Background: an optimization exercise with open tools, aiming at a short achievable clock period and few clock cycles. Do not read the settings as production practice. The RTL was checked by simulation tests, not by an equivalence proof against the original design. Power is estimated from default activity; no workload was simulated.

<file path="design.v">
module ycpu_core (
    input  wire        clk,
    input  wire        rst,           
    output reg         bus_req,
    output reg         bus_we,
    output reg  [1:0]  bus_sel,       
    output reg  [14:0] bus_addr,
    output reg  [7:0]  bus_wdata,
    input  wire        bus_ack,
    input  wire        bus_err,
    input  wire [7:0]  bus_rdata,
    output wire        halted,
    output wire        fault,
    output wire [7:0]  pc_out
);
    localparam [3:0] OP_NOP = 4'd0,  OP_AND = 4'd1,  OP_OR  = 4'd2,  OP_NOT = 4'd3,
                     OP_ADD = 4'd4,  OP_SUB = 4'd5,  OP_MUL = 4'd6,  OP_DIV = 4'd7,
                     OP_SHL = 4'd8,  OP_SHR = 4'd9,  OP_ROL = 4'd10, OP_ROR = 4'd11,
                     OP_CPY = 4'd12, OP_CEQ = 4'd13, OP_CGT = 4'd14, OP_CLT = 4'd15;
    localparam [1:0] SEL_IMEM = 2'd0, SEL_DMEM = 2'd1, SEL_DEV = 2'd2;
    localparam [6:0] Q_F0 = 7'b1000000, Q_F1 = 7'b0100000, Q_F2 = 7'b0010000,
                     Q_L1 = 7'b0001000, Q_L2 = 7'b0000100, Q_EX = 7'b0000010,
                     Q_ST = 7'b0000001, Q_NONE = 7'b0000000;
    reg [6:0] st;
    wire st_f0 = st[6], st_f1 = st[5], st_f2 = st[4], st_l1 = st[3],
         st_l2 = st[2], st_ex = st[1], st_st = st[0];
    reg [7:0] pc;         
    reg [7:0] ibank;
    reg [7:0] dbank;
    reg [7:0] ir;         
    reg [7:0] a1, a2;     
    reg [7:0] b1, b2;     
    reg       err;
    reg       halted_r;
    reg       fault_r;
    reg [1:0] dcnt;       
    reg       ex_first;   
    reg       ex_dset;    
    reg [7:0] damag;      
    reg [7:0] drem;       
    reg [7:0] dnum;       
    reg [7:0] dden;       
    reg [7:0] dquo;       
    reg       dneg;       
    wire [3:0] op = ir[3:0];
    wire       h  = ir[7];
    wire       s1 = ir[5];
    wire       s2 = ir[4];
    wire op_nop   = (op == OP_NOP);
    wire op_bin   = (op == OP_AND) || (op == OP_OR) || (op == OP_ADD) || (op == OP_SUB);
    wire op_cmp   = (op == OP_CEQ) || (op == OP_CGT) || (op == OP_CLT);
    wire op_unary = (op == OP_NOT) || (op == OP_SHL) || (op == OP_SHR) ||
                    (op == OP_ROL) || (op == OP_ROR);
    wire op_cpy   = (op == OP_CPY);
    wire op_mul   = (op == OP_MUL);
    wire op_div   = (op == OP_DIV);
    function [10:0] add10;
        input [9:0] a, b;
        input       cin;
        reg   [9:0] g, p, gg, pp, gn, pn;
        integer     i, k;
        begin
            g = a & b;
            p = a ^ b;
            gg = g;
            pp = p;
            gg[0] = g[0] | (p[0] & cin);
            for (k = 1; k < 10; k = k * 2) begin
                gn = gg;
                pn = pp;
                for (i = k; i < 10; i = i + 1) begin
                    gn[i] = gg[i] | (pp[i] & gg[i - k]);
                    pn[i] = pp[i] & pp[i - k];
                end
                gg = gn;
                pp = pn;
            end
            add10 = {gg[9], p ^ {gg[8:0], cin}};
        end
    endfunction
    function [7:0] add8;      
        input [7:0] a, b;
        reg   [10:0] t;
        begin
            t = add10({2'b00, a}, {2'b00, b}, 1'b0);
            add8 = t[7:0];
        end
    endfunction
    function [7:0] sub8;      
        input [7:0] a, b;
        reg   [10:0] t;
        begin
            t = add10({2'b00, a}, {2'b11, ~b}, 1'b1);
            sub8 = t[7:0];
        end
    endfunction
    function [7:0] neg8;      
        input [7:0] a;
        begin
            neg8 = sub8(8'd0, a);
        end
    endfunction
    function uge9;            
        input [8:0] a, b;
        reg   [10:0] t;
        begin
            t = add10({1'b0, a}, {1'b0, ~b}, 1'b1);
            uge9 = t[9];
        end
    endfunction
    function is_core;         
        input [7:0] a;
        begin
            is_core = (a == 8'd0) || (a == 8'd192) || (a == 8'd193);
        end
    endfunction
    function [17:0] route;
        input [7:0] a;
        input [7:0] ib;
        input [7:0] db;
        reg   [5:0] slot;
        begin
            slot = sub8({2'b00, a[5:0]}, 8'd2);     
            if (!a[7])
                route = {a[6:0] != 7'd0, SEL_IMEM, ib, a[6:0]};
            else if (!a[6])
                route = {1'b1, SEL_DMEM, db, 1'b0, a[5:0]};
            else
                route = {a[5:1] != 5'd0, SEL_DEV, 9'd0, slot};
        end
    endfunction
    function [7:0] int_val;
        input [7:0] a;
        input [7:0] pcv, ib, db;
        begin
            if (a[7]) int_val = a[0] ? db : ib;
            else      int_val = pcv;
        end
    endfunction
    wire [17:0] r_a1 = route(a1, ibank, dbank);
    wire [17:0] r_a2 = route(a2, ibank, dbank);
    wire [17:0] r_rd = route(bus_rdata, ibank, dbank);
    wire        a1_core = is_core(a1);
    wire        a2_core = is_core(a2);
    wire [7:0]  ival1 = int_val(a1, pc, ibank, dbank);
    wire [7:0]  ival2 = int_val(a2, pc, ibank, dbank);
    wire [7:0] pc1 = add8(pc, 8'd1);
    wire [7:0] pc2 = add8(pc, 8'd2);
    wire [7:0] pc3 = add8(pc, 8'd3);
    wire [7:0] pc6 = add8(pc, 8'd6);
    wire       f3  = pc >= 8'd123 && pc <= 8'd252;       
    wire       f6  = pc >= 8'd120 && pc <= 8'd249;       
    wire       dev  = bus_req & bus_sel[1];
    wire       fail = dev & bus_err;
    wire [7:0] yr   = bus_req ? bus_rdata : ival2;
    wire [7:0] y    = fail ? 8'h00 : yr;
    function [7:0] unary;
        input [3:0] o;
        input [7:0] x;
        begin
            case (o)
                OP_NOT:  unary = ~x;
                OP_SHL:  unary = {x[6:0], 1'b0};
                OP_SHR:  unary = {1'b0, x[7:1]};
                OP_ROL:  unary = {x[6:0], x[7]};
                OP_ROR:  unary = {x[0], x[7:1]};
                default: unary = x;
            endcase
        end
    endfunction
    function [7:0] binop;
        input [3:0] o;
        input [7:0] x, z;
        begin
            case (o)
                OP_AND:  binop = x & z;
                OP_OR:   binop = x | z;
                OP_ADD:  binop = add8(x, z);
                default: binop = sub8(x, z);
            endcase
        end
    endfunction
    function skipf;           
        input [3:0] o;
        input       sx, sz;
        input [7:0] x, z;
        reg [8:0] vx, vz;     
        begin
            vx = {!(sx & x[7]), x};
            vz = {!(sz & z[7]), z};
            case (o)
                OP_CEQ:  skipf = (vx != vz);
                OP_CGT:  skipf = uge9(vz, vx);
                default: skipf = uge9(vx, vz);
            endcase
        end
    endfunction
    wire [7:0] un_l1   = fail ? unary(op, 8'h00) : unary(op, yr);
    wire [7:0] bin_l2  = fail ? binop(op, b1, 8'h00) : binop(op, b1, yr);
    wire [7:0] bin_ex  = binop(op, b1, b2);
    wire       skip_ex = skipf(op, s1, s2, b1, b2);
    wire       n1   = s1 & b1[7];
    wire       n2   = s2 & b2[7];
    wire       qneg = n1 ^ n2;
    wire [7:0] amag = n1 ? neg8(b1) : b1;
    wire [7:0] bmag = n2 ? neg8(b2) : b2;
    wire [7:0]  t1   = n2 ? b2 : ~b2;
    wire [10:0] q0s  = add10({2'b00, amag}, {2'b00, t1}, ~n2);
    wire        q0   = !q0s[8];                           
    wire [8:0]  t2   = n2 ? {b2, 1'b0} : {~b2, 1'b1};
    wire [10:0] q1s  = add10({2'b00, amag}, {1'b0, t2}, ~n2);
    wire        dfast = !q1s[9];                          
    wire [7:0] dfast_res = q0 ? 8'h00 : (qneg ? 8'hFF : 8'h01);
    function [9:0] dstep2;    
        input [7:0] r;
        input       u1, u0;
        input [7:0] d;
        reg   [10:0] t;
        reg          qa, qb;
        reg   [7:0]  ra;
        begin
            t  = add10({1'b0, r, u1}, {2'b11, ~d}, 1'b1);
            qa = !t[9];
            ra = qa ? t[7:0] : {r[6:0], u1};
            t  = add10({1'b0, ra, u0}, {2'b11, ~d}, 1'b1);
            qb = !t[9];
            dstep2 = {qa, qb, qb ? t[7:0] : {ra[6:0], u0}};
        end
    endfunction
    wire       ge6 = uge9({7'd0, damag[7:6]}, {1'b0, dden});
    wire       ge4 = uge9({5'd0, damag[7:4]}, {1'b0, dden});
    wire       ge2 = uge9({3'd0, damag[7:2]}, {1'b0, dden});
    wire [9:0] s_j0 = dstep2({2'b00, damag[7:2]}, damag[1], damag[0], dden);
    wire [9:0] s_j1 = dstep2({4'b0000, damag[7:4]}, damag[3], damag[2], dden);
    wire [9:0] s_j2 = dstep2({6'b000000, damag[7:6]}, damag[5], damag[4], dden);
    wire [9:0] s_j3 = dstep2(8'd0, damag[7], damag[6], dden);
    wire [9:0] s_0  = ge6 ? s_j3 : ge4 ? s_j2 : ge2 ? s_j1 : s_j0;
    wire [1:0] j0   = ge6 ? 2'd3 : ge4 ? 2'd2 : ge2 ? 2'd1 : 2'd0;
    wire [7:0] nrest = ge6 ? {damag[5:0], 2'b00} : ge4 ? {damag[3:0], 4'b0000} :
                       {damag[1:0], 6'b000000};
    wire [7:0] q_first = {6'd0, s_0[9:8]};
    wire [7:0] r_first = dneg ? neg8(q_first) : q_first;
    wire [9:0] s_n   = dstep2(drem, dnum[7], dnum[6], dden);
    wire [7:0] q_next = {dquo[5:0], s_n[9:8]};
    wire [7:0] r_next = dneg ? neg8(q_next) : q_next;
    wire [7:0] pp0 = b2[0] ? b1        : 8'd0;
    wire [7:0] pp1 = b2[1] ? {b1[6:0], 1'b0} : 8'd0;
    wire [7:0] pp2 = b2[2] ? {b1[5:0], 2'b0} : 8'd0;
    wire [7:0] pp3 = b2[3] ? {b1[4:0], 3'b0} : 8'd0;
    wire [7:0] pp4 = b2[4] ? {b1[3:0], 4'b0} : 8'd0;
    wire [7:0] pp5 = b2[5] ? {b1[2:0], 5'b0} : 8'd0;
    wire [7:0] pp6 = b2[6] ? {b1[1:0], 6'b0} : 8'd0;
    wire [7:0] pp7 = b2[7] ? {b1[0], 7'b0}   : 8'd0;
    wire [7:0] mul_res = add8(add8(add8(pp0, pp1), add8(pp2, pp3)),
                              add8(add8(pp4, pp5), add8(pp6, pp7)));
    wire [7:0] yrpc3 = add8(yr, 8'd3);
    wire [7:0] ypc3  = fail ? 8'd3 : yrpc3;
    wire       yf3   = !fail && (yr >= 8'd123) && (yr <= 8'd252);
    wire [7:0] wpc3 = add8(bus_wdata, 8'd3);
    wire       wf3  = (bus_wdata >= 8'd123) && (bus_wdata <= 8'd252);
    reg [6:0]  n_st;
    reg        n_req, n_we;
    reg [1:0]  n_sel;
    reg [14:0] n_addr;
    reg [7:0]  n_wdata;
    reg [7:0]  n_pc, n_ibank, n_dbank, n_ir, n_a1, n_a2, n_b1, n_b2;
    reg        n_err, n_halted, n_fault;
    reg [1:0]  n_dcnt;
    reg        n_ex_first, n_ex_dset;
    reg [7:0]  n_drem, n_dnum, n_dden, n_dquo, n_damag;
    reg        n_dneg;
    task finish;
        input       halt_i;       
        input [7:0] pc_halt;      
        input [7:0] npc;          
        input       nf;           
        input [7:0] ib_new;       
        begin
            n_we     = 1'b0;
            n_sel    = SEL_IMEM;
            n_addr   = {ib_new, npc[6:0]};
            n_pc     = halt_i ? pc_halt : npc;
            n_req    = !halt_i && !nf;
            n_halted = halt_i;
            n_fault  = !halt_i && nf;
            n_st     = (halt_i || nf) ? Q_NONE : Q_F0;
        end
    endtask
    always @(*) begin
        n_st = st; n_req = bus_req; n_we = bus_we; n_sel = bus_sel; n_addr = bus_addr;
        n_wdata = bus_wdata; n_pc = pc; n_ibank = ibank; n_dbank = dbank; n_ir = ir;
        n_a1 = a1; n_a2 = a2; n_b1 = b1; n_b2 = b2; n_err = err; n_halted = halted_r;
        n_fault = fault_r; n_dcnt = dcnt; n_ex_first = ex_first; n_ex_dset = ex_dset;
        n_drem = drem; n_dnum = dnum; n_dden = dden; n_dquo = dquo; n_dneg = dneg;
        n_damag = damag;
        if (st_f0) begin
            n_addr = {ibank, pc1[6:0]};
            n_st   = Q_F1;
        end
        if (st_f1) begin
            n_addr = {ibank, pc2[6:0]};
            n_st   = Q_F2;
        end
        if (st_f2) begin
            n_err = 1'b0;
            n_b1  = ival1;
            n_ex_first = 1'b1;
            if (op_nop) begin
                finish(1'b0, pc, pc3, f3, ibank);
            end else if (!a1_core) begin
                {n_req, n_sel, n_addr} = r_a1;
                n_st = Q_L1;
            end else if (op_unary) begin
                n_req   = 1'b0;
                n_wdata = unary(op, ival1);
                n_st    = Q_ST;
            end else if (op_cpy) begin
                n_we    = 1'b1;
                n_wdata = ival1;
                n_st    = Q_ST;
            end else begin
                n_st = Q_L2;
            end
        end
        if (st_l1) begin
            n_b2 = ival2;
            n_ex_first = 1'b1;
            if (op_cpy) begin
                if (!a2_core) begin
                    {n_req, n_sel, n_addr} = r_a2;
                    n_we = 1'b1;
                    n_st = Q_ST;
                end
            end else if (op_unary) begin
                n_we = 1'b1;
                n_st = Q_ST;
            end else if (a2_core) begin
                n_req = 1'b0;
                n_st  = Q_EX;
            end else begin
                {n_req, n_sel, n_addr} = r_a2;
                n_st = Q_L2;
            end
        end
        if (st_l2) begin
            n_ex_first = 1'b1;
            if (op_bin) begin
                {n_req, n_sel, n_addr} = r_a1;
                n_we = 1'b1;
                n_st = Q_ST;
            end else begin
                n_req = 1'b0;
                n_st  = Q_EX;
            end
        end
        if (st_ex) begin
            n_ex_first = 1'b0;
            n_ex_dset  = 1'b0;
            if (ex_first) begin
                if (op_cmp) begin
                    finish(h & err, pc, skip_ex ? pc6 : pc3, skip_ex ? f6 : f3, ibank);
                end else if (op_div && b2 == 8'd0) begin
                    finish(h, pc, pc3, f3, ibank);
                end else if (op_div && !dfast) begin
                    n_ex_dset = 1'b1;
                    n_damag   = amag;
                    n_dden    = bmag;
                    n_dneg    = qneg;
                end else begin
                    {n_req, n_sel, n_addr} = r_a1;
                    n_we    = 1'b1;
                    n_wdata = op_bin ? bin_ex : op_mul ? mul_res : dfast_res;
                    n_st    = Q_ST;
                end
            end else if (ex_dset) begin
                n_dcnt = j0;
                n_drem = s_0[7:0];
                n_dnum = nrest;
                n_dquo = q_first;
                if (j0 == 2'd0) begin
                    {n_req, n_sel, n_addr} = r_a1;
                    n_we    = 1'b1;
                    n_wdata = r_first;
                    n_st    = Q_ST;
                end
            end else begin
                n_dcnt = dcnt - 2'd1;
                n_drem = s_n[7:0];
                n_dnum = {dnum[5:0], 2'b00};
                n_dquo = q_next;
                if (dcnt == 2'd1) begin
                    {n_req, n_sel, n_addr} = r_a1;
                    n_we    = 1'b1;
                    n_wdata = r_next;
                    n_st    = Q_ST;
                end
            end
        end
        if (st_st && !bus_req) begin
            case (op_cpy ? a2 : a1)
                8'd0: begin
                    n_pc = bus_wdata;
                    finish(h & err, bus_wdata, wpc3, wf3, ibank);
                end
                8'd192: begin
                    n_ibank = bus_wdata;
                    finish(h & err, pc, pc3, f3, bus_wdata);
                end
                default: begin
                    n_dbank = bus_wdata;
                    finish(h & err, pc, pc3, f3, ibank);
                end
            endcase
        end
        if (st_f0) n_ir = bus_rdata;
        if (st_f1) n_a1 = bus_rdata;
        if (st_f2) begin
            n_a2 = bus_rdata;
            if (!op_nop && a1_core && !op_unary)
                {n_req, n_sel, n_addr} = r_rd;
        end
        if (st_l1) begin
            n_b1  = y;
            n_err = err | fail;
            if (op_cpy) begin
                n_wdata = y;
                if (a2_core) begin
                    if (a2 == 8'd0) begin
                        finish(h & (err | fail), y, ypc3, yf3, ibank);
                    end else if (!a2[0]) begin
                        n_ibank = y;
                        finish(h & (err | fail), pc, pc3, f3, y);
                    end else begin
                        n_dbank = y;
                        finish(h & (err | fail), pc, pc3, f3, ibank);
                    end
                end
            end else if (op_unary) begin
                n_wdata = un_l1;
            end
        end
        if (st_l2) begin
            n_b2    = y;
            n_err   = err | fail;
            n_wdata = bin_l2;
        end
        if (st_st && bus_req) begin
            finish(h & (err | fail), pc, pc3, f3, ibank);
        end
    end
    wire adv = !bus_req || bus_ack;
    always @(posedge clk) begin
        if (rst) begin
            st        <= Q_F0;
            pc        <= 8'h00;
            ibank     <= 8'h00;
            dbank     <= 8'h00;
            err       <= 1'b0;
            halted_r  <= 1'b0;
            fault_r   <= 1'b0;
            bus_req   <= 1'b1;
            bus_we    <= 1'b0;
            bus_sel   <= SEL_IMEM;
            bus_addr  <= 15'd0;
            dcnt      <= 2'd0;
            ex_first  <= 1'b0;
            ex_dset   <= 1'b0;
        end else if (adv) begin
            st        <= n_st;
            pc        <= n_pc;
            ibank     <= n_ibank;
            dbank     <= n_dbank;
            err       <= n_err;
            halted_r  <= n_halted;
            fault_r   <= n_fault;
            bus_req   <= n_req;
            bus_we    <= n_we;
            bus_sel   <= n_sel;
            bus_addr  <= n_addr;
            dcnt      <= n_dcnt;
            ex_first  <= n_ex_first;
            ex_dset   <= n_ex_dset;
        end
    end
    always @(posedge clk) begin
        if (adv) begin
            bus_wdata <= n_wdata;
            ir        <= n_ir;
            a1        <= n_a1;
            a2        <= n_a2;
            b1        <= n_b1;
            b2        <= n_b2;
            drem      <= n_drem;
            dnum      <= n_dnum;
            dden      <= n_dden;
            dquo      <= n_dquo;
            dneg      <= n_dneg;
            damag     <= n_damag;
        end
    end
    assign halted = halted_r;
    assign fault  = fault_r;
    assign pc_out = pc;
endmodule
</file>
<file path="flow/run.sh">
#!/bin/bash
# Standard ORFS layout with two changes to how it is made:
#  - synthesis leaves adders to ABC instead of mapping them to full-adder
#    cells first (ADDER_MAP_FILE empty), so they are timing-optimised like
#    the rest of the logic; registers are unchanged;
#  - timing repair aims well past the clock period (SETUP_SLACK_MARGIN 11.5),
#    so that the achieved period shrinks.
# Full tool output goes to the ORFS logs (orfs/logs/...) and to standard.log.
set -euo pipefail
bash standard.sh finish SETUP_SLACK_MARGIN=11.5 ADDER_MAP_FILE= > standard.log 2>&1
</file>
<file path="standard.sh">
#!/bin/bash
# synth_recipe.tcl (not shown) runs the flow's synth.tcl, then flattens the netlist and writes it again
# the make line also repeats each setting of config.mk as NAME=value (left out here)
make -C /OpenROAD-flow-scripts/flow DESIGN_CONFIG=/design/flow/config.mk WORK_HOME=/design/flow/orfs CLKGATE_MAP_FILE= SYNTH_SCRIPT=/design/flow/synth_recipe.tcl "${@:-finish}"
</file>
<file path="config.mk">
export PLATFORM = sky130hd
export DESIGN_NAME = ycpu_core
export DESIGN_NICKNAME = ycpu_core
export VERILOG_FILES = /design/flow/design.v
export SDC_FILE = /design/flow/constraint.sdc
export NUM_CORES = 4
export LEC_CHECK = 0
export CAP_MARGIN = 20
export CORE_MARGIN = 2
export CORE_UTILIZATION = 40
export SLEW_MARGIN = 20
</file>
<file path="constraint.sdc">
create_clock -name core_clock -period 15.0 [get_ports {clk}]
set_input_delay 3.0000 -clock core_clock [delete_from_list [all_inputs] [get_ports {clk}]]
set_output_delay 3.0000 -clock core_clock [all_outputs]
set_load 0.01 [all_outputs]
</file>
==> results.txt, run 1 <==
status finished clean; placer congestion estimate around 1.1; CP Launch Type primary input; yosys warns 1; post-synthesis register bit count 141; crit share post-route 34.64%; Yosys top cell area share 13.27%; CP arrival around 5.5 ns; Post-Layout Inst Area approximately 26000 um2; GR Overflow Total 0; worst hold path cell count 2; DIE WIDTH approximately 220 um; commonest cells after routing, fill and taps aside 279 x nand2_1, 260 x buf_4, 236 x nor2_1; Pre-antenna DRT Iters 6; first-pass GRT wire length 151900 um; row cnt 79; Area Growth Syn to Fin 35.56%; Synth Instances ~2800; Leak Pwr ~9.2 nW; vias in the first global route around 23000; Antenna diodes 0; largest net degree at the start of global routing between 40 and 50; Max Freq 0.1925 GHz; via count between 20000 and 30000; Final WS setup between 9 and 10 ns; Reg2Reg Depth 14; final hold violation count 0; # DRC 0; Mapped Nets 2771; pre-CTS setup slack roughly 8.6 ns; commonest non-fill, non-tap cell in the layout nand2_1; asr flop ratio synth 0%; Worst Path Max Fanout 4; core area 46750 um2; CTS sink count approximately 140; GR Util All Layers 40.77%; cell area after synthesis approximately 19000 um2; Worst IR Drop VDD around 0.000087 V; Area after DPL 20270 um2; Core Util, Final a little under three fifths; Die Area approximately 49000 um2; CTS tree built; # Max-Cap Violations 0; crit path time final slightly above 5 ns; CTS Buf Count 17; Syn Area/Cell between 6 and 7 um2; Post-synth top flop edfxtp_1; Routed Wire Length 106000 um; max-slew violations 0; Synth area leaders edfxtp_1 13%, o21ai_0 6.9%, xnor2_1 6.6%; sequential area share after synthesis around a fifth; initial core utilization between 40% and 50%; Worst slew margin ~17%; antenna violations before repair 0; clk slew on worst S/H paths roughly 0.070 ns; Hold Buf Count CTS 0; Distinct cells, synth 98; clock latency (worst-skew pair) 0.48 ns; Setup-failing EPs final 0; CP Capture Type flip-flop; Layout Nets just under 3000; DIE HEIGHT ~220 um; # IOs 49; layout cells sized above 1 between 20 and 30%; critical path type in -> reg; number of synthesized flops with an enable pin 84; Fin Setup TNS 0 ns; initial drt markers roughly 3800; Detail Route Antenna Nets 0; worst hold path class reg -> reg; clock skew 0.01622 ns; slew of the pin with the lowest slew margin approximately 1.2 ns; CTS root buffer clkbuf_16; DR vias/cell roughly 7.1; clk buf depth 2; per-cell routed wire length 29.63 um; RSZ-0062 raised after global routing true; largest area contributor in the synthesized netlist edfxtp_1; Power Dens Cells roughly 48 nW/um2; H-tree levels 4; Post-DP HPWL 67640 um; WP data required around 15 ns; Port Buf Inserts 48
Yosys cell counts (17+ instances only):
| library cell | instances |
|---|---|
| a211oi_1 | 43 |
| a21o_1 | 17 |
| a21oi_1 | 237 |
| a221oi_1 | 44 |
| a22oi_1 | 28 |
| a311oi_1 | 18 |
| a31oi_1 | 41 |
| and2_1 | 22 |
| and3_1 | 23 |
| buf_1 | 27 |
| buf_2 | 29 |
| clkbuf_1 | 189 |
| dfxtp_1 | 57 |
| edfxtp_1 | 84 |
| inv_1 | 53 |
| maj3_1 | 34 |
| mux2i_1 | 59 |
| nand2_1 | 308 |
| nand2b_1 | 46 |
| nand3_1 | 65 |
| nor2_1 | 269 |
| nor2b_1 | 40 |
| nor3_1 | 77 |
| nor4_1 | 19 |
| o211ai_1 | 41 |
| o21a_1 | 26 |
| o21ai_0 | 262 |
| o221ai_1 | 36 |
| o22ai_1 | 65 |
| o31ai_1 | 24 |
| or3_1 | 23 |
| xnor2_1 | 144 |
| xor2_1 | 42 |
flip-flops by register name (all words and copies together), names as in the netlist, 6 cells and up:
register   flops
drem           8
b2             8
dden           8
ir             7
dnum           6
a1             8
b1             8
st             7
pc             8
bus_wdata      8
dbank          8
bus_addr      15
dquo           6
ibank          8
damag          8
a2             8
cells by family (layout without fill, tap and decap cells):
logic type | Yosys count | after routing | share of synthesized area, %
adder cells (fa/ha/maj) | 36 | 37 | 1.909
AND/OR/NAND/NOR | 961 | 962 | 23.59
flip-flops | 141 | 141 | 19.27
XOR/XNOR | 187 | 187 | 8.688
multiplexers | 67 | 67 | 3.581
buffers and inverters | 314 | 523 | 6.516
AO/OA/AOI/OAI | 1053 | 1053 | 36.44
area by class of cell:
class	count	area, um2
fillers	4414	20980
multi-input cells	2306	15950
repair buffers	427	4436
flip-flops and latches	141	3749
well taps	607	759.5
clock buffers	18	450.4
inverters	63	285.3
clock inverters	14	128.9
repair inverters	1	8.758
repair_timing:
item | CTS | global route
endpoints found under the setup margin | 212 | 204
cloned | 17 | 3
gates resized for setup | 639 | 138
setup buffers | 211 | 73
pin swaps | 93 | 66
hold endpoints to repair | 0 | 0
layer usage:
metal	share of wire, %	global-route usage, %
met1	36	49.63
met2	42	61.60
met3	13	11.00
met4	9.3	30.45
met5	0	0
metrics by stage:
step / std cells / power (mW) / hold WS (ns)
3_5_place_dp: 3241 / 0.7004 / 0.4803
6_report: 3577 / 1.247 / 0.5615
2_1_floorplan: 2759 / 0.6088 / 0.4206
4_1_cts: 3501 / 1.199 / 0.5687
3_3_place_gp: 3241 / 0.6995 / 0.4864
5_1_grt: 3577 / 1.270 / 0.5794
power breakdown:
group | switching (mW) | leakage [nW] | internal [mW]
clock network | 0.206 | 0.286 | 0.240
logic | 0.223 | 7.67 | 0.147
registers | 0.0139 | 1.24 | 0.416
total | 0.444 | 9.20 | 0.803
critical path: stages:
cell,delay (ns)
buf_12,0.08
and2_4,0.18
o21ai_4,0.06
maj3_2,0.34
maj3_2,0.34
maj3_2,0.34
buf_4,0.15
xnor2_2,0.14
nand2_1,0.10
o21ai_2,0.07
a211oi_2,0.25
o21ai_1,0.08
and3_4,0.19
a311oi_2,0.18
path summary, 6_finish.rpt:
kind | start | slack (ns) | endpoint
worst max register to register | a2[0] | 10.37 | bus_wdata[7]
worst max-delay path | bus_rdata[0] | 9.80 | bus_wdata[4]
worst min register to register | dcnt[0] | 0.56 | dcnt[0]
worst min-delay path | dcnt[0] | 0.56 | dcnt[0]
Testbench counts, summed over its fixed seeds: cycles 44,432.
==> run 2, diff against run 1 <==
--- a/design.v
+++ b/design.v
@@ -196,7 +196,6 @@
         end
     endfunction
     wire [7:0] un_l1   = fail ? unary(op, 8'h00) : unary(op, yr);
-    wire [7:0] bin_l2  = fail ? binop(op, b1, 8'h00) : binop(op, b1, yr);
     wire [7:0] bin_ex  = binop(op, b1, b2);
     wire       skip_ex = skipf(op, s1, s2, b1, b2);
     wire       n1   = s1 & b1[7];
@@ -253,9 +252,6 @@
     wire [7:0] pp7 = b2[7] ? {b1[0], 7'b0}   : 8'd0;
     wire [7:0] mul_res = add8(add8(add8(pp0, pp1), add8(pp2, pp3)),
                               add8(add8(pp4, pp5), add8(pp6, pp7)));
-    wire [7:0] yrpc3 = add8(yr, 8'd3);
-    wire [7:0] ypc3  = fail ? 8'd3 : yrpc3;
-    wire       yf3   = !fail && (yr >= 8'd123) && (yr <= 8'd252);
     wire [7:0] wpc3 = add8(bus_wdata, 8'd3);
     wire       wf3  = (bus_wdata >= 8'd123) && (bus_wdata <= 8'd252);
     reg [6:0]  n_st;
@@ -326,11 +322,9 @@
             n_b2 = ival2;
             n_ex_first = 1'b1;
             if (op_cpy) begin
-                if (!a2_core) begin
-                    {n_req, n_sel, n_addr} = r_a2;
-                    n_we = 1'b1;
-                    n_st = Q_ST;
-                end
+                {n_req, n_sel, n_addr} = r_a2;
+                n_we = 1'b1;
+                n_st = Q_ST;
             end else if (op_unary) begin
                 n_we = 1'b1;
                 n_st = Q_ST;
@@ -344,14 +338,8 @@
         end
         if (st_l2) begin
             n_ex_first = 1'b1;
-            if (op_bin) begin
-                {n_req, n_sel, n_addr} = r_a1;
-                n_we = 1'b1;
-                n_st = Q_ST;
-            end else begin
-                n_req = 1'b0;
-                n_st  = Q_EX;
-            end
+            n_req = 1'b0;
+            n_st  = Q_EX;
         end
         if (st_ex) begin
             n_ex_first = 1'b0;
@@ -424,25 +412,13 @@
             n_err = err | fail;
             if (op_cpy) begin
                 n_wdata = y;
-                if (a2_core) begin
-                    if (a2 == 8'd0) begin
-                        finish(h & (err | fail), y, ypc3, yf3, ibank);
-                    end else if (!a2[0]) begin
-                        n_ibank = y;
-                        finish(h & (err | fail), pc, pc3, f3, y);
-                    end else begin
-                        n_dbank = y;
-                        finish(h & (err | fail), pc, pc3, f3, ibank);
-                    end
-                end
             end else if (op_unary) begin
                 n_wdata = un_l1;
             end
         end
         if (st_l2) begin
-            n_b2    = y;
-            n_err   = err | fail;
-            n_wdata = bin_l2;
+            n_b2  = y;
+            n_err = err | fail;
         end
         if (st_st && bus_req) begin
             finish(h & (err | fail), pc, pc3, f3, ibank);
==> results.txt, run 2 <==
yosys warns 1; Worst Path Max Fanout 5; Metal-1 WL approximately 32000 um; top post-synthesis cells by count 282 x nand2_1, 243 x nor2_1, 199 x o21ai_0, 190 x a21oi_1, 177 x clkbuf_1; CP Launch Type primary input; Yosys top cell area share 14.73%; asr flop ratio synth 0%; DIE HEIGHT around 210 um; DP Cell Count ~2900; clock latency (worst-skew pair) about 0.46 ns; clock skew roughly 0.018 ns; commonest cells after routing, fill and taps aside 270 x buf_4, 258 x nand2_1, 224 x nor2_1; Reg2Reg Depth 16; via count about 22000; WP data required approximately 15 ns; commonest non-fill, non-tap cell in the layout buf_4; Port Buf Inserts 48; CTS sink count about 140; clk slew on worst S/H paths 0.07 ns; Layout Nets approximately 2700; row cnt between 70 and 80; slew of the pin with the lowest slew margin around 1.2 ns; critical path type in -> reg; # Max-Cap Violations 0; GR Overflow Total 0; Hold Buf Count CTS 0; RSZ-0062 raised after global routing true; Most flops, register bus_addr; Synth area leaders edfxtp_1 15%, xnor2_1 6.9%, dfxtp_1 6.7%; placer congestion estimate between 1 and 1.5; met3 WL around 9000 um; initial drt markers ~3200; worst hold path class reg -> reg; vias in the first global route ~20000; R2R Path End drem[1]; Fin Setup TNS 0 ns; Mapped Nets ~2500; crit path time final about 4.2 ns; initial core utilization about two fifths; Setup-failing EPs final 0; CTS Buf Count 17; Die Area 44470 um2; Distinct cells, synth 98; Min-Delay Endpoint halted_r; Non-Filler Instances 3219; Core Util, Final between 50 and 60%; largest area contributor in the synthesized netlist edfxtp_1; antenna violations before repair 2; Power Dens Cells about 48 nW/um2; sequential area share after synthesis a little over a fifth; number of synthesized flops with an enable pin 84; CTS tree built; largest net degree at the start of global routing around 60; crit share post-route about 28%; FF-to-FF Start dden[1]; Worst IR Drop VDD ~0.000086 V; Synth Instances between 2000 and 2500; CP arrival around 4.4 ns; cell area after synthesis 17120 um2; core area between 40000 and 50000 um2; first-pass GRT wire length ~120000 um; max-slew violations 0; CTS root buffer clkbuf_16; Area Growth Syn to Fin 39.04%; top layer in use met5; Max Freq around 0.24 GHz; WL met2 36930 um; reg2reg setup slack approximately 11 ns; GR Util All Layers 36.00%; max reg flops 15; CP Capture Type flip-flop; top-count cell post-synth nand2_1; H-tree levels 4; hold_sp halted_r; Worst slew margin roughly a fifth; clk buf depth 2; worst hold path cell count 2; Syn Area/Cell approximately 7 um2; Leak Pwr 8.560 nW; layout cells sized above 1 between 30% and 40%; post-synthesis register bit count about 140; Routed Wire Length ~83000 um; Post-synth top flop edfxtp_1; status finished clean; # IOs just under 50; Post-DP HPWL between 50000 and 60000 um; Detail Route Antenna Nets 0; per-cell routed wire length approximately 26 um; # DRC 0; Pre-antenna DRT Iters 9; DIE WIDTH ~210 um; DR vias/cell roughly 7; final hold violation count 0
-- run 2: worst max path at each step --
stage | start | depth (start not counted) | endpoint | slack (ns)
finish | bus_err | 8 | bus_wdata[1] | 10.81
global route | dden[1] | 16 | drem[1] | 10.75
CTS | bus_err | 9 | bus_wdata[4] | 10.81
detailed placement | bus_rdata[6] | 8 | bus_wdata[6] | 9.50
global placement | bus_rdata[6] | 8 | bus_wdata[6] | 9.55
floorplan | bus_err | 9 | bus_wdata[4] | 10.58
-- run 2: timing repair --
action | in CTS | in global routing
cloned | 20 | 2
gates resized for setup | 591 | 144
setup endpoints to repair | 222 | 183
setup buffers | 206 | 85
pin swaps | 117 | 115
-- run 2: metrics by stage --
step / worst slack (ns) / hold WS [ns] / cell area, um2 / total power, mW
2_1_floorplan: 10.58 / 0.4852 / 17850 / 0.5749
5_1_grt: 10.75 / 0.5168 / 23800 / 1.181
3_5_place_dp: 9.499 / 0.4691 / 18360 / 0.6425
3_3_place_gp: 9.549 / 0.4714 / 18360 / 0.6415
4_1_cts: 10.81 / 0.4830 / 22450 / 1.121
6_report: 10.81 / 0.5076 / 23810 / 1.148
-- run 2: critical path, cell delays in order --
cell and delay (ns):
buf_8 0.09, nand3_4 0.10, and3_4 0.24, buf_6 0.13
a221oi_4 0.27, o22ai_2 0.13, a211oi_2 0.29, a31oi_1 0.13
-- run 2: kinds of logic (layout without fill, tap and decap cells) --
family	count (synthesis)	in the layout	synth area share [%]
flops	141	141	21.40
fa+ha+maj	31	31	1.856
simple gates	882	884	23.88
mux	63	63	3.734
buf+inv	280	512	6.358
other cells	0	4	0
compound gates	869	869	33.77
xor+xnor	176	176	9.003
-- run 2: power by group --
group          internal, mW  leakage (nW)  switching (mW)
combinational         0.119          7.03           0.166
sequential            0.418          1.26          0.0123
clock                 0.245         0.272           0.188
total                 0.782          8.56           0.366
-- run 2: layer usage --
layer / global-route usage, % / vias up
met1: 45.98 / 10490
met2: 56.96 / 1589
met4: 19.35 / 2
met3: 7.389 / 380
met5: 1.224 / -
li1: - / 9553
-- run 2: cell type report --
cell class                      count  area, um2
Timing Repair Buffer              419       4305
Clock buffer                       19      432.9
Tap cell                          539      674.4
Fill cell                        3811      18330
Inverter                           59      272.8
Antenna cell                        4      10.01
Timing Repair inverter              2      13.76
Multi-Input combinational cell   2023      14230
Clock inverter                     13      140.1
Sequential cell                   141       3727
Testbench counts of run 2, summed over its fixed seeds: cycles 46,683.
==> run 3, diff against run 2 <==
==> flow/run.sh (replaced) <==
#!/bin/bash
# Standard ORFS layout with two changes to how it is made:
#  - synthesis leaves adders to ABC instead of mapping them to full-adder
#    cells first (ADDER_MAP_FILE empty), so they are timing-optimised like
#    the rest of the logic; registers are unchanged;
#  - timing repair aims well past the clock period (SETUP_SLACK_MARGIN 12.5),
#    so that the achieved period shrinks.
# Full tool output goes to the ORFS logs (orfs/logs/...) and to standard.log.
set -euo pipefail
bash standard.sh finish SETUP_SLACK_MARGIN=12.5 ADDER_MAP_FILE= > standard.log 2>&1
==> results.txt, run 3 <==
DIE WIDTH between 200 and 250 um; pre-CTS setup slack around 9.5 ns; # IOs between 40 and 50; Syn Area/Cell between 7 and 8 um2; GR Overflow Total 0; Power Dens Cells 46.59 nW/um2; Mapped Nets ~2500; status finished clean; core area 42130 um2; final hold violation count 0; worst hold path class reg -> reg; largest net degree at the start of global routing 38; top-count cell post-synth nand2_1; Leak Pwr roughly 8.9 nW; crit share post-route between 20% and 30%; reg2reg setup slack roughly 11 ns; Detail Route Antenna Nets 0; CP arrival ~4.4 ns; Routed Wire Length 84770 um; Port Buf Inserts 48; Area after DPL 18430 um2; sequential area share after synthesis roughly a fifth; Die Area between 40000 and 50000 um2; Core Util, Final about three fifths; Worst IR Drop VDD about 0.00008 V; WP data required 15.21 ns; number of synthesized flops with an enable pin 84; per-cell routed wire length between 20 and 30 um; Distinct cells, synth 98; Final WS setup 10.78 ns; largest area contributor in the synthesized netlist edfxtp_1; crit path to bus_wdata[6]; CTS Buf Count 17; Post-DP HPWL 49840 um; WHS 0.5117 ns; CTS root buffer clkbuf_16; clock latency (worst-skew pair) 0.46 ns; Final Power 1.148 mW; vias in the first global route between 20000 and 25000; DP Cell Count roughly 2900; Crit. Startpoint bus_err; Worst slew margin 22.97%; initial drt markers around 3400; Pre-antenna DRT Iters 6; top post-synthesis cells by count 282 x nand2_1, 243 x nor2_1, 199 x o21ai_0, 190 x a21oi_1, 177 x clkbuf_1; FF-to-FF Start dden[0]; max-slew violations 0; CTS tree built; area of the multi-input gates between 10000 and 15000 um2; Synth area leaders edfxtp_1 15%, xnor2_1 6.9%, dfxtp_1 6.7%; initial core utilization 40.64%; # DRC 0; CP Launch Type primary input; max reg flops 15; CP Capture Type flip-flop; Yosys top cell area share 14.73%; R2R Path End bus_wdata[1]; DR vias/cell 6.838; clk slew on worst S/H paths ~0.070 ns; commonest cells after routing, fill and taps aside 277 x buf_4, 251 x nand2_1, 220 x nor2_1; Non-Filler Instances between 3000 and 4000; Setup-failing EPs final 0; GR Util All Layers between 30% and 40%; CTS sink count roughly 140; asr flop ratio synth 0%; via count roughly 22000; Worst Path Max Fanout 6; cell area after synthesis about 17000 um2; RSZ-0062 raised after global routing true; DIE HEIGHT 210.9 um; Fin Setup TNS 0 ns; clock skew around 0.018 ns; # Max-Cap Violations 0; Most flops, register bus_addr; commonest non-fill, non-tap cell in the layout buf_4; Reg2Reg Depth 19; clk buf depth 2; slew of the pin with the lowest slew margin 1.147 ns; Synth Instances about 2400; post-synthesis register bit count between 100 and 150; yosys warns 1; critical path type in -> reg; # fillers about 3600; Max Freq about 0.24 GHz; antenna violations before repair 4; H-tree levels 4; crit path time final approximately 4.2 ns; row cnt 75; storage element area around 3700 um2; first-pass GRT wire length 123300 um; Layout Nets between 2000 and 3000; placer congestion estimate ~1; Post-synth top flop edfxtp_1; Post-Layout Inst Area 24630 um2; Area Growth Syn to Fin 43.88%; layout cells sized above 1 roughly a third
run 3: worst min path at each step:
| stage | to | slack (ns) | from | depth (start not counted) |
|---|---|---|---|---|
| 2_1_floorplan | bus_we | 0.46 | bus_we | 2 |
| 3_3_place_gp | ex_dset | 0.47 | ex_dset | 2 |
| 3_5_place_dp | bus_sel[0] | 0.47 | bus_sel[0] | 2 |
| 4_1_cts | ex_dset | 0.50 | ex_dset | 2 |
| 5_1_grt | ex_dset | 0.55 | ex_dset | 2 |
| 6_report | ex_dset | 0.51 | ex_dset | 2 |
run 3: layout make-up:
class	instances	share of cell area [%]
Antenna cell	3	0.03048
Clock buffer	19	1.839
Clock inverter	13	0.4216
Inverter	59	1.087
Multi-Input combinational cell	2025	59.43
Sequential cell	141	15.19
Tap cell	539	2.738
Timing Repair Buffer	451	19.15
Timing Repair inverter	2	0.1117
run 3: logic make-up after synthesis:
family | count (synthesis) | synth area share (%)
AOI/OAI and AO/OA | 869 | 33.77
adders and majority gates | 31 | 1.856
xor gates and xnor gates | 176 | 9.003
buffers and inverters | 280 | 6.358
and+or+nand+nor | 882 | 23.88
DFF | 141 | 21.40
muxes | 63 | 3.734
run 3: where the power goes:
part           internal, mW  leakage, nW  switching (mW)
Clock                 0.224        0.273           0.199
Sequential            0.417         1.26          0.0113
Combinational         0.126         7.41           0.171
Total                 0.767         8.94           0.381
run 3: repair_timing:
item,in CTS,in global routing
setup buffers,228,100
gates cloned,21,3
gates resized for setup,635,163
setup endpoints to repair,239,239
pin swaps,144,134
hold buffers,0,0
run 3: critical path, stage by stage:
cell and delay (ns):
buf_8 0.08, nand3_4 0.14, buf_4 0.20, buf_6 0.12
nand2_2 0.11, o22ai_2 0.11, a21oi_2 0.17, o221ai_1 0.16
a41oi_1 0.23, o21ai_1 0.10
run 3: per-layer routing:
layer,wire length (um),GRT usage (%),vias up
met2,37380,55.67,1618
met4,6203,23.97,4
li1,-,-,9635
met1,31650,44.60,10520
met3,9511,9.069,464
met5,21,0,-
==> run 4, diff against run 3 <==
==> flow/run.sh (replaced) <==
#!/bin/bash
# Standard ORFS layout with two changes to how it is made:
#  - synthesis leaves adders to ABC instead of mapping them to full-adder
#    cells first (ADDER_MAP_FILE empty), so they are timing-optimised like
#    the rest of the logic; registers are unchanged;
#  - timing repair aims well past the clock period (SETUP_SLACK_MARGIN 11),
#    so that the achieved period shrinks.
# Full tool output goes to the ORFS logs (orfs/logs/...) and to standard.log.
set -euo pipefail
bash standard.sh finish SETUP_SLACK_MARGIN=11 ADDER_MAP_FILE= > standard.log 2>&1
==> results.txt, run 4 <==
clk buf depth 2; Routed Wire Length roughly 80000 um; largest area contributor in the synthesized netlist edfxtp_1; clock latency (worst-skew pair) approximately 0.46 ns; Max Freq approximately 0.24 GHz; number of synthesized flops with an enable pin 84; row cnt between 70 and 80; simple-gate share of the synthesized area around a quarter; GR Util All Layers ~34%; RSZ-0062 raised after global routing true; max-slew violations 0; slowest stage cell, crit path a2111oi_4; Mapped Nets 2454; status finished clean; # IOs about 50; Detail Route Antenna Nets 0; # Max-Cap Violations 0; Worst IR Drop VDD about 0.000083 V; WHS about 0.5 ns; largest net degree at the start of global routing between 60 and 70; Buffers & Inverters on Critical Path 4; # fillers 4063; mux contribution to synthesized area between 3 and 4%; CP Cell Sequence buf_12 > or2b_4 > a211oi_4 > nor3_4 > a2111oi_4 > nor2_4 > buf_4 > a221o_1 > o211ai_1 > maj3_2 > nor2_4 > buf_12 > buf_4 > o22ai_1 > o311ai_2 > xor2_1 > o32a_1; top post-synthesis cells by count 282 x nand2_1, 243 x nor2_1, 199 x o21ai_0, 190 x a21oi_1, 177 x clkbuf_1; clock skew between 0.015 and 0.02 ns; layout cells sized above 1 23.59%; H-tree levels 4; cell family with most CP delay compound AO/OA/AOI/OAI gates; per-cell routed wire length ~25 um; Area Growth Syn to Fin 27.15%; Synth Area in Compound Gates about a third; CTS tree built; final hold violation count 0; CTS root buffer clkbuf_16; commonest cells after routing, fill and taps aside 267 x nand2_1, 227 x nor2_1, 199 x buf_4; CP Capture Type flip-flop; Worst Path Max Fanout 7; antenna violations before repair 2; post-synthesis register bit count about 140; Leak Pwr 7.737 nW; top-count cell post-synth nand2_1; Worst slew margin approximately a third; initial core utilization 40.64%; reg2reg setup slack approximately 11 ns; WP data required between 15 and 20 ns; storage element area approximately 3700 um2; area of the multi-input gates between 10000 and 15000 um2; Distinct cells, synth 98; core area about 42000 um2; Syn Area/Cell around 7 um2; xor/xnor share of the synthesized area around 9.0%; first-pass GRT wire length 117500 um; critical path's largest stage delay approximately 0.44 ns; DIE HEIGHT between 200 and 250 um; Layout Nets 2551; CP Launch Type flip-flop; via count 20990; CTS sink count approximately 140; crit path time final ~4.2 ns; DR vias/cell roughly 6.8; Most flops, register bus_addr; asr flop ratio synth 0%; Port Buf Inserts 48; Post-synth top flop edfxtp_1; critical path type reg -> reg; # DRC 0; Synth area leaders edfxtp_1 15%, xnor2_1 6.9%, dfxtp_1 6.7%; post-synthesis adder-cell area fraction about 1.9%; worst hold path class reg -> reg; Yosys top cell area share 14.73%; DIE WIDTH 210.9 um; Setup-failing EPs final 0; slew of the pin with the lowest slew margin 0.9758 ns; yosys warns 1; Synth Instances between 2000 and 2500; largest family of logic cells by synthesized area compound AO/OA/AOI/OAI gates; clk slew on worst S/H paths approximately 0.080 ns; Die Area about 44000 um2; Power Dens Cells a little over 50 nW/um2; commonest non-fill, non-tap cell in the layout nand2_1; Pre-antenna DRT Iters 6; vias in the first global route 19690; placer congestion estimate around 0.97; GR Overflow Total 0; Fin Setup TNS 0 ns; max reg flops 15; Post-DP HPWL ~50000 um; CTS Buf Count 17; CP arrival 4.37 ns; initial drt markers ~2700; crit share post-route between 20 and 30%; cell area after synthesis ~17000 um2; sequential area share after synthesis between 20% and 30%
-- run 4: layer usage --
metal  share of wire (%)  wire [um]  track usage (%)  vias up
met3                  10       7915            6.720      334
met2                  45      35340            54.66     1421
met1                  38      29800            42.19     9941
met5               0.024         19                0        -
li1                    -          -                -     9287
met4                 6.8       5354            21.49        2
-- run 4: power by group --
group,leakage [nW],switching [mW],internal [mW]
Sequential,1.26,0.0167,0.418
Clock,0.297,0.189,0.266
Combinational,6.18,0.144,0.0903
-- run 4: cell type report --
| cell class | instances | share of cell area (%) |
|---|---|---|
| clock inverters | 10 | 0.5920 |
| inverters | 59 | 1.195 |
| multi-input cells | 2025 | 62.83 |
| well taps | 539 | 3.098 |
| clock buffers | 22 | 2.230 |
| diodes | 1 | 0.01149 |
| repair buffers | 294 | 12.90 |
| repair inverters | 1 | 0.02299 |
| flip-flops and latches | 141 | 17.12 |
-- run 4: tightest hold or removal path: stages (launching register included) --
cell and delay (ns):
dfxtp_1 0.33, a21oi_1 0.06, nor2_1 0.08
-- run 4: final timing paths --
| check | start | cells past startpoint | to |
|---|---|---|---|
| hold / removal | ex_dset | 2 | ex_dset |
| setup / recovery | dden[0] | 17 | drem[1] |
| hold reg to reg | ex_dset | 2 | ex_dset |
| setup reg to reg | dden[0] | 17 | drem[1] |
-- run 4: stage by stage --
step | util (%) | instances | setup WS (ns) | total power [mW] | area, um2
final | 51.67 | 3092 | 10.84 | 1.124 | 21770
after global routing | 51.67 | 3092 | 10.71 | 1.156 | 21770
after CTS | 49.13 | 3037 | 10.83 | 1.107 | 20700
after detailed placement | 42.67 | 2859 | 9.444 | 0.6354 | 17980
after global placement | 42.67 | 2859 | 9.550 | 0.6342 | 17980
after floorplan | - | 2442 | 10.58 | 0.5666 | 17350
-- run 4: cell families after synthesis --
logic type | count (synthesis)
AND/OR/NAND/NOR | 882
adder cells (fa/ha/maj) | 31
XOR/XNOR | 176
buffers and inverters | 280
AO/OA/AOI/OAI | 869
flip-flops | 141
multiplexers | 63
-- run 4: repair_timing --
action,CTS,global route
hold buffers,0,0
setup buffers,133,51
gates cloned,13,3
resized for setup,453,128
endpoints found under the setup margin,190,79
pin swaps,59,60
==> run 5, diff against run 4 <==
==> flow/run.sh (replaced) <==
#!/bin/bash
# Standard ORFS layout with two changes to how it is made:
#  - synthesis leaves adders to ABC instead of mapping them to full-adder
#    cells first (ADDER_MAP_FILE empty), so they are timing-optimised like
#    the rest of the logic; registers are unchanged;
#  - timing repair aims well past the clock period (SETUP_SLACK_MARGIN 11.5),
#    so that the achieved period shrinks;
#  - a denser core (CORE_UTILIZATION 55, PLACE_DENSITY 0.75) for shorter wires.
# Full tool output goes to the ORFS logs (orfs/logs/...) and to standard.log.
set -euo pipefail
bash standard.sh finish SETUP_SLACK_MARGIN=11.5 ADDER_MAP_FILE= CORE_UTILIZATION=55 PLACE_DENSITY=0.75 > standard.log 2>&1
==> results.txt, run 5 <==
layout cells sized above 1 29.80%; critical path type reg -> reg; CTS tree built; slowest stage cell, crit path nor3_1; Worst path most repeated cell buf_4; Die Area between 30000 and 40000 um2; number of synthesized flops with an enable pin 84; Syn Area/Cell between 7 and 8 um2; placer congestion estimate 1.018; sequential area share after synthesis 21.40%; row cnt 64; Area Growth Syn to Fin 37.10%; CP Cell Sequence buf_4 > inv_4 > maj3_4 > a211oi_2 > a2111oi_0 > nor3_1 > nor3_2 > a221o_1 > a211o_4 > o31ai_4 > buf_4 > or2_4 > a21oi_1 > o21ai_2 > a31oi_1; max-slew violations 0; clock skew ~0.015 ns; Layout Nets 2633; Most flops, register bus_addr; Area after DPL around 18000 um2; GR Overflow Total 0; commonest non-fill, non-tap cell in the layout nand2_1; commonest cells after routing, fill and taps aside 256 x nand2_1, 227 x buf_4, 223 x nor2_1; yosys warns 1; max reg flops 15; via count 23360; # IOs slightly below 50; clock latency (worst-skew pair) about 0.44 ns; initial drt markers about 4600; Core Util, Final about three quarters; cell area after synthesis between 15000 and 20000 um2; Yosys top cell area share about 15%; DR vias/cell just under 8; top post-synthesis cells by count 282 x nand2_1, 243 x nor2_1, 199 x o21ai_0, 190 x a21oi_1, 177 x clkbuf_1; GR Util All Layers 47.67%; clk buf depth 2; status finished clean; largest area contributor in the synthesized netlist edfxtp_1; Synth area leaders edfxtp_1 15%, xnor2_1 6.9%, dfxtp_1 6.7%; CP Launch Type flip-flop; Clock power frac between 30% and 40%; core area between 30000 and 40000 um2; Worst slew margin between 15 and 20%; Pre-antenna DRT Iters 17; RSZ-0062 raised after global routing true; vias in the first global route a little over 20000; met2 Use GR 73.31%; Pint 781.5 uW; post-synthesis register bit count 141; DIE WIDTH 180.4 um; crit share post-route 31.34%; asr flop ratio synth 0%; CTS Buf Count 17; Routed Wire Length between 80000 and 90000 um; Buffers & Inverters on Critical Path 3; CTS root buffer clkbuf_16; Mapped Nets about 2500; Net Sw Frac about a third; DIE HEIGHT about 180 um; part of the power in registers 37.3%; Post-Layout Inst Area 23470 um2; WP data required between 15 and 20 ns; Logic pwr share 24.4%; antenna violations before repair 4; H-tree levels 4; top-count cell post-synth nand2_1; largest net degree at the start of global routing 61; Port Buf Inserts between 40 and 50; Psw ~380 uW; crit path time final between 4 and 5 ns; # DRC 0; Power Dens Cells between 40 and 50 nW/um2; per-cell routed wire length 28.76 um; first-pass GRT wire length 121600 um; CP Capture Type flip-flop; cell family with most CP delay compound AO/OA/AOI/OAI gates; Final Power ~1.2 mW; Detail Route Antenna Nets 0; Setup-failing EPs final 0; Fin Setup TNS 0 ns; final hold violation count 0; Synth Instances between 2000 and 2500; Worst IR Drop VDD around 0.000076 V; critical path's largest stage delay between 0.5 and 0.6 ns; Worst Path Max Fanout 17; Leak Pwr 8.446 nW; clk slew on worst S/H paths approximately 0.07 ns; Max Freq 0.2127 GHz; worst hold path class reg -> reg; CTS sink count 141; # Max-Cap Violations 0; met3 global-route usage roughly 14%; WHS 0.5221 ns; Distinct cells, synth 98; global route hottest layer met2; slew of the pin with the lowest slew margin between 1 and 1.5 ns; CP arrival 4.86 ns; Post-DP HPWL 47480 um; initial core utilization about 56%; GR Util met1 between 50% and 60%; Post-synth top flop edfxtp_1
## run 5: cell counts after synthesis
Identical to the previous run, type by type.
## run 5: worst reg2reg max path, delay by kind of cell (launching register included)
kind,cells,cell delay [ns]
AOI/OAI and AO/OA,8,2.17
and+or+nand+nor,3,0.88
adders and majority gates,1,0.39
DFF,1,0.32
buffers and inverters,3,0.65
## run 5: final cells by class
| class | instances | area (um2) |
|---|---|---|
| timing repair buffer | 373 | 3874 |
| fill | 2032 | 7116 |
| timing repair inverter | 3 | 52.55 |
| clock buffer | 17 | 425.4 |
| clock inverter | 15 | 163.9 |
| inverter | 59 | 275.3 |
| antenna | 4 | 10.01 |
| sequential | 141 | 3730 |
| multi-input combinational | 2026 | 14450 |
| tap | 396 | 495.5 |
## run 5: timing repair
item,CTS,global route
hold buffers,0,0
setup buffers,189,76
setup endpoints to repair,227,203
cloned,17,3
endpoints found under the hold margin,0,0
resized for setup,582,175
pin swaps,119,105
## run 5: worst paths after layout
check | start | end | slack (ns) | cells after the start
max | dden[6] | bus_wdata[1] | 10.30 | 15
min | halted_r | halted_r | 0.52 | 2
max reg2reg | dden[6] | bus_wdata[1] | 10.30 | 15
min reg2reg | halted_r | halted_r | 0.52 | 2
## run 5: power groups by stage
| stage | sequential (mW) | combinational, mW | clock (mW) |
|---|---|---|---|
| global route | 0.434 | 0.294 | 0.454 |
| floorplan | 0.435 | 0.140 | 0 |
| finish | 0.434 | 0.285 | 0.446 |
| global placement | 0.447 | 0.188 | 0 |
| detailed placement | 0.447 | 0.190 | 0 |
| CTS | 0.433 | 0.249 | 0.434 |
## run 5: logic make-up (layout without fill, tap and decap cells)
kind of cell | Yosys count | in the layout | synth area share, %
other | 0 | 4 | 0
adders and majority gates | 31 | 31 | 1.856
DFF | 141 | 141 | 21.40
buffers and inverters | 280 | 467 | 6.358
AOI/OAI and AO/OA | 869 | 870 | 33.77
muxes | 63 | 63 | 3.734
and+or+nand+nor | 882 | 886 | 23.88
xor gates and xnor gates | 176 | 176 | 9.003
## run 5: metrics by stage
step | std cells | setup WS (ns)
2_1_floorplan | 2442 | 10.58
3_3_place_gp | 2713 | 9.450
3_5_place_dp | 2713 | 9.420
4_1_cts | 2951 | 10.77
5_1_grt | 3030 | 10.25
6_report | 3034 | 10.30
## run 5: per-layer routing
metal,routed length (um),vias up
met5,88,-
met4,9730,2
met3,13500,909
met2,36010,2404
met1,27940,10580
li1,-,9469
==> run 6, diff against run 5 <==
==> flow/run.sh (replaced) <==
#!/bin/bash
# Standard ORFS layout with two changes to how it is made:
#  - synthesis leaves adders to ABC instead of mapping them to full-adder
#    cells first (ADDER_MAP_FILE empty), so they are timing-optimised like
#    the rest of the logic; registers are unchanged;
#  - timing repair aims well past the clock period (SETUP_SLACK_MARGIN 11.5),
#    so that the achieved period shrinks;
#  - a sparser core (CORE_UTILIZATION 30) for room to buffer and route.
# Full tool output goes to the ORFS logs (orfs/logs/...) and to standard.log.
set -euo pipefail
bash standard.sh finish SETUP_SLACK_MARGIN=11.5 ADDER_MAP_FILE= CORE_UTILIZATION=30 > standard.log 2>&1
==> results.txt, run 6 <==
status finished clean; largest net degree at the start of global routing 61; Setup-failing EPs final 0; Area Growth Syn to Fin 40.51%; global route hottest layer met2; Pre-antenna DRT Iters 7; max reg flops 15; placer congestion estimate between 0.9 and 1; critical path's largest stage delay approximately 0.35 ns; Routed Wire Length 83800 um; core area about 56000 um2; vias in the first global route 20060; post-synthesis register bit count about 140; Synth area leaders edfxtp_1 15%, xnor2_1 6.9%, dfxtp_1 6.7%; CP arrival approximately 4.5 ns; max-slew violations 0; Port Buf Inserts 48; # IOs roughly 50; first-pass GRT wire length ~120000 um; H-tree levels 4; WP data required approximately 15 ns; CTS sink count about 140; asr flop ratio synth 0%; Leak Pwr 8.563 nW; DIE WIDTH about 240 um; Post-Layout Inst Area roughly 24000 um2; initial core utilization ~30%; GR Util All Layers between 20% and 30%; Syn Area/Cell 7.011 um2; CP Capture Type flip-flop; critical path type in -> reg; Worst slew margin 24.35%; crit path time final between 4 and 5 ns; slew of the pin with the lowest slew margin 1.130 ns; Worst Path Max Fanout 5; Power Dens Cells 48.19 nW/um2; final hold violation count 0; CTS tree built; Buffers & Inverters on Critical Path 2; Detail Route Antenna Nets 0; commonest non-fill, non-tap cell in the layout nand2_1; slowest stage cell, crit path a222oi_1; Non-Filler Instances roughly 3400; DR vias/cell between 6 and 7; Die Area between 50000 and 60000 um2; clk buf depth 2; top-count cell post-synth nand2_1; CTS Buf Count 17; top post-synthesis cells by count 282 x nand2_1, 243 x nor2_1, 199 x o21ai_0, 190 x a21oi_1, 177 x clkbuf_1; DIE HEIGHT about 240 um; Mapped Nets between 2000 and 2500; row cnt 87; # Max-Cap Violations 0; Yosys top cell area share between 10% and 20%; # fillers 5622; Worst IR Drop VDD between 0.00008 and 0.00009 V; GR Overflow Total 0; met2 Use GR between 40% and 50%; CP Launch Type primary input; largest area contributor in the synthesized netlist edfxtp_1; Core Util, Final between 40% and 50%; CP Cell Sequence buf_8 > and3_4 > o21ai_4 > o22ai_4 > a211o_4 > buf_12 > a222oi_1 > o21ai_1; GR Util met1 between 30% and 40%; Max Freq about 0.24 GHz; crit share post-route between 20% and 30%; RSZ-0062 raised after global routing true; antenna violations before repair 1; # DRC 0; initial drt markers between 2000 and 3000; Layout Nets roughly 2700; clk slew on worst S/H paths about 0.060 ns; clock skew 0.01883 ns; number of synthesized flops with an enable pin 84; cell area after synthesis around 17000 um2; via count between 20000 and 25000; worst hold path class reg -> reg; DP Cell Count roughly 3000; Synth Instances between 2000 and 2500; Post-synth top flop edfxtp_1; per-cell routed wire length around 25 um; sequential area share after synthesis a little over a fifth; clock latency (worst-skew pair) between 0.4 and 0.5 ns; Distinct cells, synth just under 100; Most flops, register bus_addr; Antenna diodes 0; Hold Buf Count CTS 0; Post-DP HPWL slightly above 50000 um; cell family with most CP delay compound AO/OA/AOI/OAI gates; yosys warns 1; commonest cells after routing, fill and taps aside 253 x nand2_1, 251 x buf_4, 220 x nor2_1; CTS root buffer clkbuf_16; Area after DPL between 15000 and 20000 um2; layout cells sized above 1 30.00%; met3 global-route usage 5.020%; Fin Setup TNS 0 ns
[run 6: cell counts after synthesis]
No cell type changed its count.
[run 6: final cells by class]
cell class                      count  area (um2)  share of cell area [%]
Multi-Input combinational cell   2025       14240                   59.18
Timing Repair Buffer              405        4260                   17.71
Sequential cell                   141        3737                   15.54
Tap cell                          756       945.9                   3.932
Clock buffer                       17       425.4                   1.768
Inverter                           59       275.3                   1.144
Clock inverter                     15       160.2                  0.6657
Timing Repair inverter              1       16.27                 0.06761
[run 6: layer usage]
layer  up-vias  share of wire [%]
li1       9502                  -
met1     10340                 39
met2      1507                 44
met3       358                9.9
met4         2                6.4
met5         -              0.023
[run 6: path summary, 6_finish.rpt]
| path | to | slack [ns] | cells after the start | start |
|---|---|---|---|---|
| worst max register to register | drem[1] | 10.88 | 16 | dden[0] |
| worst max-delay path | pc[7] | 10.77 | 8 | bus_err |
| worst min-delay path | bus_we | 0.53 | 2 | bus_we |
| worst min register to register | bus_we | 0.53 | 2 | bus_we |
[run 6: cells by family (layout without fill, tap and decap cells)]
group	Yosys count	count (layout)	synth area share, %
AOI/OAI and AO/OA	869	869	33.77
DFF	141	141	21.40
and+or+nand+nor	882	886	23.88
adders and majority gates	31	31	1.856
xor gates and xnor gates	176	176	9.003
buffers and inverters	280	497	6.358
muxes	63	63	3.734
[run 6: per-stage QoR]
step           hold WS (ns)  power, mW  worst slack, ns
2_1_floorplan        0.4852     0.5749            10.58
3_3_place_gp         0.5003     0.6422            9.389
3_5_place_dp         0.5120     0.6432            9.384
4_1_cts              0.5154      1.136            10.83
5_1_grt              0.5553      1.191            10.73
6_report             0.5328      1.159            10.77
[run 6: worst register-to-register path, cell delays in order, from the launching register on]
cell and delay (ns):
edfxtp_1 0.44, buf_12 0.17, nor2b_4 0.13, maj3_2 0.35, buf_6 0.15, a2111oi_4 0.35, nor4_4 0.09, o31ai_4 0.32
mux2i_2 0.30, xnor2_2 0.15, maj3_2 0.36, nor2_4 0.26, or2_4 0.26, buf_12 0.12, o311ai_4 0.08, xor2_1 0.17
o32a_1 0.18
[run 6: report_power, final]
group          internal, mW  switching, mW
registers             0.417         0.0128
logic                 0.121          0.168
clock network         0.247          0.194
total                 0.785          0.374
[run 6: timing repair]
action | CTS | global route
gates cloned | 18 | 4
endpoints found under the setup margin | 229 | 185
gates resized for setup | 607 | 136
buffers inserted | 206 | 75
pin swaps | 111 | 90
==> run 7, diff against run 6 <==
--- a/design.v
+++ b/design.v
@@ -196,6 +196,8 @@
         end
     endfunction
     wire [7:0] un_l1   = fail ? unary(op, 8'h00) : unary(op, yr);
+    wire       op_logic = (op == OP_AND) || (op == OP_OR);
+    wire [7:0] logic_l2 = (op == OP_AND) ? (b1 & y) : (b1 | y);
     wire [7:0] bin_ex  = binop(op, b1, b2);
     wire       skip_ex = skipf(op, s1, s2, b1, b2);
     wire       n1   = s1 & b1[7];
@@ -338,8 +340,14 @@
         end
         if (st_l2) begin
             n_ex_first = 1'b1;
-            n_req = 1'b0;
-            n_st  = Q_EX;
+            if (op_logic) begin
+                {n_req, n_sel, n_addr} = r_a1;
+                n_we = 1'b1;
+                n_st = Q_ST;
+            end else begin
+                n_req = 1'b0;
+                n_st  = Q_EX;
+            end
         end
         if (st_ex) begin
             n_ex_first = 1'b0;
@@ -412,6 +420,15 @@
             n_err = err | fail;
             if (op_cpy) begin
                 n_wdata = y;
+                if (a2_core && a2[7]) begin
+                    if (!a2[0]) begin
+                        n_ibank = y;
+                        finish(h & (err | fail), pc, pc3, f3, y);
+                    end else begin
+                        n_dbank = y;
+                        finish(h & (err | fail), pc, pc3, f3, ibank);
+                    end
+                end
             end else if (op_unary) begin
                 n_wdata = un_l1;
             end
@@ -419,6 +436,8 @@
         if (st_l2) begin
             n_b2  = y;
             n_err = err | fail;
+            if (op_logic)
+                n_wdata = logic_l2;
         end
         if (st_st && bus_req) begin
             finish(h & (err | fail), pc, pc3, f3, ibank);
==> flow/run.sh (replaced) <==
#!/bin/bash
# Standard ORFS layout with two changes to how it is made:
#  - synthesis leaves adders to ABC instead of mapping them to full-adder
#    cells first (ADDER_MAP_FILE empty), so they are timing-optimised like
#    the rest of the logic; registers are unchanged;
#  - timing repair aims well past the clock period (SETUP_SLACK_MARGIN 11),
#    so that the achieved period shrinks.
# Full tool output goes to the ORFS logs (orfs/logs/...) and to standard.log.
set -euo pipefail
bash standard.sh finish SETUP_SLACK_MARGIN=11 ADDER_MAP_FILE= > standard.log 2>&1
==> results.txt, run 7 <==
max-slew violations 0; top post-synthesis cells by count 296 x nand2_1, 284 x nor2_1, 214 x a21oi_1, 208 x o21ai_0, 163 x clkbuf_1; # DRC 0; row cnt 78; core area around 45000 um2; Buffers & Inverters on Critical Path 3; storage element area between 3000 and 4000 um2; commonest non-fill, non-tap cell in the layout nand2_1; # fillers between 4000 and 5000; DP Cell Count approximately 3000; CP arrival around 4.7 ns; Synth area leaders edfxtp_1 14%, xnor2_1 6.4%, dfxtp_1 6.3%; crit path time final 4.388 ns; slowest stage cell, crit path a221o_1; Post-synth top flop edfxtp_1; Worst Path Max Fanout 3; Post-DP HPWL 61760 um; critical path type in -> reg; layout cells sized above 1 a little under a quarter; worst hold path class reg -> reg; RSZ-0062 raised after global routing true; asr flop ratio synth 0%; Mapped Nets between 2000 and 3000; first-pass GRT wire length 136400 um; DIE HEIGHT ~220 um; H-tree levels 4; GR Overflow Total 0; max reg flops 15; vias in the first global route roughly 21000; CTS root buffer clkbuf_16; part of the power in registers about 38%; Pint roughly 770 uW; # IOs 49; Post-Layout Inst Area approximately 23000 um2; Yosys top cell area share 13.84%; Fin Setup TNS 0 ns; Reg2Reg Depth 13; Max Freq around 0.23 GHz; yosys warns 1; final hold violation count 0; pre-CTS setup slack roughly 8.9 ns; Psw ~380 uW; slew of the pin with the lowest slew margin ~1.1 ns; CP Cell Sequence buf_12 > inv_8 > mux2_4 > or2_4 > buf_4 > o21ai_1 > a31oi_2 > o211ai_1 > a21oi_2 > a221o_1 > a31oi_1; initial core utilization around 40%; Levels on crit path 11; WP data required roughly 15 ns; Power Dens Cells 51.14 nW/um2; Area Growth Syn to Fin 23.47%; CTS tree built; Logic pwr share 22.6%; cell family with most CP delay compound AO/OA/AOI/OAI gates; commonest cells after routing, fill and taps aside 283 x nand2_1, 263 x nor2_1, 214 x buf_4; Setup-failing EPs final 0; Routed Wire Length roughly 93000 um; Final Power 1.151 mW; Hold Buf Count CTS 0; GR Util All Layers between 30% and 40%; Detail Route Antenna Nets 0; Worst IR Drop VDD approximately 0.000080 V; Non-Filler Instances 3298; Worst slew margin roughly a quarter; CP Launch Type primary input; top-count cell post-synth nand2_1; number of synthesized flops with an enable pin between 80 and 90; clk buf depth 2; per-cell routed wire length ~28 um; crit share post-route between 20% and 30%; critical path's largest stage delay ~0.37 ns; status finished clean; largest area contributor in the synthesized netlist edfxtp_1
run 7: cell types whose count changed in the layout (fill, tap and decap cells not counted), moves of 20 or more:
cell	previous run	this run
o21ai_0	143	178
nor2_1	220	263
o221ai_1	10	34
nand2_1	253	283
buf_12	36	16
a21oi_1	162	202
buf_6	93	40
buf_4	251	214
run 7: path summary, 6_finish.rpt:
| check | from | endpoint | slack, ns |
|---|---|---|---|
| max reg2reg | b1[0] | bus_wdata[7] | 10.86 |
| max | bus_rdata[6] | bus_wdata[6] | 10.61 |
| min reg2reg | halted_r | halted_r | 0.47 |
| min | halted_r | halted_r | 0.47 |
run 7: cells by family after synthesis:
| kind of cell | count (synthesis) | share of synthesized area, % |
|---|---|---|
| buffers and inverters | 294 | 6.762 |
| AO/OA/AOI/OAI | 950 | 35.37 |
| adder cells (fa/ha/maj) | 31 | 1.751 |
| flip-flops | 141 | 20.10 |
| AND/OR/NAND/NOR | 949 | 24.54 |
| multiplexers | 47 | 2.636 |
| XOR/XNOR | 181 | 8.843 |
run 7: per-layer routing:
layer	global-route usage, %	vias to the layer above	wire (um)
met2	57.79	1816	39990
li1	-	9859	-
met1	49.07	10890	35040
met4	22.67	0	6201
met3	9.874	425	11960
met5	0	-	0
run 7: repair_timing:
action	4_1_cts	5_1_grt
setup endpoints to repair	200	103
setup buffers	122	54
resized for setup	411	97
cloned	9	0
pin swaps	49	40
run 7: worst reg2reg max path, delay by kind of cell, from the launching register on:
kind                   cells  cell delay [ns]
AND/OR/NAND/NOR            3             1.12
flip-flops                 1             0.45
AO/OA/AOI/OAI              9             2.09
buffers and inverters      1             0.23
run 7: final cells by class:
class / instances / share of cell area [%]
multi-input cells: 2160 / 63.76
flip-flops and latches: 141 / 16.55
repair buffers: 304 / 12.41
well taps: 600 / 3.336
clock buffers: 19 / 2.113
inverters: 60 / 1.246
clock inverters: 13 / 0.5227
repair inverters: 1 / 0.07229
run 7: power by group through the flow:
stage          combinational [mW]  clock [mW]  sequential (mW)
2_1_floorplan               0.131           0            0.433
3_3_place_gp                0.194           0            0.445
3_5_place_dp                0.195           0            0.445
4_1_cts                     0.236       0.458            0.434
5_1_grt                     0.270       0.471            0.434
6_report                    0.261       0.457            0.434
Testbench counts of run 7, summed over its fixed seeds: cycles 45,957.

Check on run 7: ideal ports give 10.612 ns setup slack; a clkbuf_16 on the clock port and buf_2 on the inputs give 10.601 ns; moving port delays by the midpoint clock arrival (0.542 ns) as well gives 10.059 ns.
